Source: an optimization exercise on an open RTL-to-GDS flow (aim: small area). Production flows keep margins and buffers that such runs may drop. The RTL was checked by simulation tests, not by an equivalence proof against the original design.

==> module illum_rx, before the edit <==
module illum_rx (
    input  wire        clk,
    input  wire        rst,               
    input  wire        in_valid,
    input  wire [7:0]  in_data,
    input  wire        in_long,           
    input  wire        in_check_framing,  
    output reg         out_valid,
    output reg         out_long,
    output reg  [2:0]  out_err,
    output reg  [7:0]  out_bcc,
    output reg  [6:0]  out_head,
    output reg  [15:0] out_cmd,
    output reg  [31:0] out_param,
    output reg  [2:0]  out_status,
    output reg         out_low_battery,
    output wire        out_d1_absent,
    output reg         out_d1_neg,
    output reg  [13:0] out_d1_mant,
    output wire [3:0]  out_d1_exp,
    output wire        out_d2_absent,
    output reg         out_d2_neg,
    output reg  [13:0] out_d2_mant,
    output wire [3:0]  out_d2_exp,
    output wire        out_d3_absent,
    output reg         out_d3_neg,
    output reg  [13:0] out_d3_mant,
    output wire [3:0]  out_d3_exp
);
    localparam [7:0] STX = 8'h02;
    localparam [7:0] ETX = 8'h03;
    localparam [7:0] CR  = 8'h0D;
    localparam [7:0] LF  = 8'h0A;
    localparam [7:0] SP  = 8'h20;
    localparam [2:0] S_H1 = 3'b000;
    localparam [2:0] S_H2 = 3'b001;
    localparam [2:0] S_F1 = 3'b100;
    localparam [2:0] S_F2 = 3'b101;
    localparam [2:0] S_F3 = 3'b110;
    localparam [2:0] S_T  = 3'b010;
    reg [2:0] seg;
    reg [2:0] ph;
    reg       chk;       
    reg [3:0] e1, e2, e3;
    wire      sp_ok = e3[0];
    wire      sp_nx = is_sp & (p0 | sp_ok);
    assign out_d1_exp = e1;
    assign out_d2_exp = e2;
    assign out_d3_exp = e3;
    assign out_d1_absent = e1[3] & ~e1[2];
    assign out_d2_absent = e2[3] & ~e2[2];
    assign out_d3_absent = e3[3] & ~e3[2];
    wire [7:0] b = in_data;
    wire       is_dig = (b[7:4] == 4'h3) && (b[3:0] <= 4'd9);
    wire       is_sp  = (b == SP);
    wire p0 = ~ph[2] & ~ph[0];
    wire p1 = ~ph[1] &  ph[0];
    wire p2 = ~ph[2] &  ph[1];
    wire p3 =  ph[2] &  ph[0];
    wire p4 =  ph[1] & ~ph[0];
    wire p5 =  ph[2] & ~ph[1];
    wire in_h1 = (seg == S_H1);
    wire in_h2 = (seg == S_H2);
    wire in_f  = seg[2];
    wire in_t  = (seg == S_T);
    wire seg_end = (in_h2 & p2) | (in_t & p4) | p5;
    reg  [2:0] seg_nx;
    always @(*) begin
        case (seg)
            S_H1:    seg_nx = S_H2;
            S_H2:    seg_nx = out_long ? S_F1 : S_T;
            S_F1:    seg_nx = S_F2;
            S_F2:    seg_nx = S_F3;
            S_F3:    seg_nx = S_T;
            default: seg_nx = S_H1;
        endcase
    end
    always @(posedge clk) begin
        if (rst) begin
            seg       <= S_H1;
            ph        <= 3'b000;
            out_valid <= 1'b0;
        end else begin
            out_valid <= in_valid & in_t & p4;
            if (in_valid) begin
                if (seg_end) begin
                    seg <= seg_nx;
                    ph  <= 3'b000;
                end else begin
                    ph  <= {ph[1:0], ~ph[2]};
                end
            end
        end
    end
    wire        first = (in_h1 & p1) | (in_f & p1);
    wire [9:0]  x = out_d3_mant[9:0] & {10{~first}};
    wire [13:0] h;
    wire [13:0] cy;
    assign h[0]  = b[0];
    assign h[1]  = x[0] ^ b[1];
    assign cy[2] = x[0] & b[1];
    assign h[2]  = x[1] ^ b[2] ^ cy[2];
    assign cy[3] = ((x[1] & b[2]) | (x[1] & cy[2]) | (b[2] & cy[2])) | b[3];
    genvar gi;
    generate
        for (gi = 3; gi <= 10; gi = gi + 1) begin : g_fa
            wire a_ = x[gi-3];
            wire b_ = x[gi-1];
            assign h[gi]    = a_ ^ b_ ^ cy[gi];
            assign cy[gi+1] = (a_ & b_) | (a_ & cy[gi]) | (b_ & cy[gi]);
        end
    endgenerate
    assign h[11]  = x[8] ^ cy[11];
    assign cy[12] = x[8] & cy[11];
    assign h[12]  = x[9] ^ cy[12];
    assign h[13]  = x[9] & cy[12];
    wire [3:0] nib = p1 ? out_bcc[7:4] : out_bcc[3:0];
    wire       nib_let = nib[3] & (nib[2] | nib[1]);
    wire [2:0] nib_m1  = nib[2:0] - 3'd1;
    wire       hex_ok  = nib_let ? ((b[7:6] == 2'b01) && (b[4:3] == 2'b00) && (b[2:0] == nib_m1))
                                 : ((b[7:4] == 4'h3) && (b[3:0] == nib));
    wire meas_bad = (sp_ok & ~is_sp & ~p1) | (~is_dig & ~(sp_ok & is_sp));
    always @(posedge clk) begin
        if (in_valid) begin
            if (in_h1 & p0) begin
                out_long <= in_long;
                chk      <= in_check_framing;
            end
            if (in_h1 & p0)
                out_bcc <= 8'h00;
            else if (~(in_t & ~p0))
                out_bcc <= out_bcc ^ b;
            if (in_h1 & p1)
                out_d3_mant <= h;
            if (in_h1 & p2)
                out_head <= h[6:0];
            if ((in_h1 & (p3 | p4 | p5)) | in_h2)
                {out_cmd, out_param} <= {out_cmd[7:0], out_param, b};
            if (in_f & p0) begin
                out_d1_neg  <= out_d2_neg;
                out_d2_neg  <= out_d3_neg;
                out_d3_neg  <= (b == 8'h2D);
                out_d1_mant <= out_d2_mant;
                out_d2_mant <= out_d3_mant;
                e1 <= e2;
                e2 <= e3;
            end
            if (in_f & (p1 | p2 | p3 | p4)) begin
                out_d3_mant <= h;
            end
            if (in_f)
                e3[0] <= p5 ? b[0] : sp_nx;
            if (in_f & p5)
                e3[3:1] <= sp_nx ? 3'b100 : {~(b[3] ^ b[2]), ~b[2], b[1]};
            if (in_h1 & p0)
                out_err <= (in_check_framing && b != STX) ? 3'd1 : 3'd0;
            if (in_h1 & (p1 | p2) & ~is_dig & (out_err == 3'd0))
                out_err <= 3'd3;
            if (in_f & ~p0 & meas_bad & (out_err == 3'd0))
                out_err <= seg;
            if (in_t & (p1 | p2) & ~hex_ok & (out_err != 3'd1))
                out_err <= 3'd2;
            if (in_t & chk & ((p0 & b != ETX) | (p3 & b != CR) | (p4 & b != LF)))
                out_err <= 3'd1;
        end
    end
    wire [7:0] s1 = out_param[23:16];
    wire [7:0] s3 = out_param[7:0];
    always @(*) begin
        case (s1)
            8'h20, 8'h37: out_status = 3'd0;
            8'h35:        out_status = 3'd1;
            8'h31:        out_status = 3'd2;
            8'h32:        out_status = 3'd3;
            8'h33:        out_status = 3'd4;
            default:      out_status = 3'd7;
        endcase
        case (s3)
            8'h30, 8'h32: out_low_battery = 1'b0;
            8'h31, 8'h33: out_low_battery = 1'b1;
            default: begin
                out_low_battery = 1'b0;
                out_status      = 3'd7;
            end
        endcase
    end
endmodule
Settings: LEC_CHECK=0, CAP_MARGIN=20, CORE_MARGIN=2, CORE_UTILIZATION=40, SLEW_MARGIN=20; clock period 10.0 ns.
standard.sh (not shown) runs the stock make flow with config.mk's settings and CLKGATE_MAP_FILE= SYNTH_SCRIPT=/design/flow/synth_recipe.tcl, a recipe that flattens the netlist after the stock synthesis.
==> flow/flow/run.sh <==
#!/bin/bash
# Standard ORFS layout (the standard.sh, standard synthesis unchanged),
# with smaller cells for the port buffers and the clock tree, and no CTS
# dummy loads. Each step's full output stays in orfs/logs; make's own output
# goes to flow.log here.
set -euo pipefail
cd "$(dirname "$0")/.."
export BUFFER_PORTS_ARGS="-buffer_cell sky130_fd_sc_hd__buf_1"
export CTS_ARGS="-sink_clustering_enable -repair_clock_nets -dont_use_dummy_load -buf_list sky130_fd_sc_hd__clkbuf_4"
bash standard.sh finish > flow.log 2>&1
Edit:
--- a/flow/design.v
+++ b/flow/design.v
@@ -89,13 +89,13 @@
                 end else begin
                     ph  <= {ph[1:0], ~ph[2]};
                 end
             end
         end
     end
-    wire        first = (in_h1 & p1) | (in_f & p1);
+    wire        first = p1;
     wire [9:0]  x = out_d3_mant[9:0] & {10{~first}};
     wire [13:0] h;
     wire [13:0] cy;
     assign h[0]  = b[0];
     assign h[1]  = x[0] ^ b[1];
     assign cy[2] = x[0] & b[1];
@@ -145,15 +145,15 @@
                 e1 <= e2;
                 e2 <= e3;
             end
             if (in_f & (p1 | p2 | p3 | p4)) begin
                 out_d3_mant <= h;
             end
-            if (in_f)
+            if (~in_t)
                 e3[0] <= p5 ? b[0] : sp_nx;
-            if (in_f & p5)
+            if (p5)
                 e3[3:1] <= sp_nx ? 3'b100 : {~(b[3] ^ b[2]), ~b[2], b[1]};
             if (in_h1 & p0)
                 out_err <= (in_check_framing && b != STX) ? 3'd1 : 3'd0;
             if (in_h1 & (p1 | p2) & ~is_dig & (out_err == 3'd0))
                 out_err <= 3'd3;
             if (in_f & ~p0 & meas_bad & (out_err == 3'd0))
The changed run produced a clean layout; synthesized cell count went down by a few percent; setup slack gains 130 ps; synthesized area falls slightly; first-iteration DRC count is lower by a little under a tenth; final area stays flat; via count went down slightly; non-clock buffer count does not change; fmax is higher by a few percent.

-- re-timing with driven ports --
Ports are ideal in the flow. The routed layouts listed here were re-timed in OpenROAD.
Step 1 (the two cells are an assumption about what drives the block):
set clk [get_ports {clk}]
set_driving_cell -lib_cell sky130_fd_sc_hd__clkbuf_16 $clk
set_driving_cell -lib_cell sky130_fd_sc_hd__buf_2 [delete_from_list [all_inputs] $clk]
Step 2 times the ports against the registers' clock, not the clock port: input delays grow and output delays shrink by t, the midpoint of the rising clock arrivals with the driver on.
a / b / c = ideal / step 1 / step 2; a / b = the first two.
| run | shift t [ns] | setup WS [ns] | worst setup path after step 2 |
|---|---|---|---|
| the first run | 0.530 | 3.732 / 3.743 / 3.214 | input to register |
| the second run | 0.542 | 3.861 / 3.849 / 3.307 | input to register |
After both steps setup and hold are still met in every run listed. For the second run, which loses most, drivers alone change the setup slack by -0.012 ns; drivers and shift together by -0.554 ns.
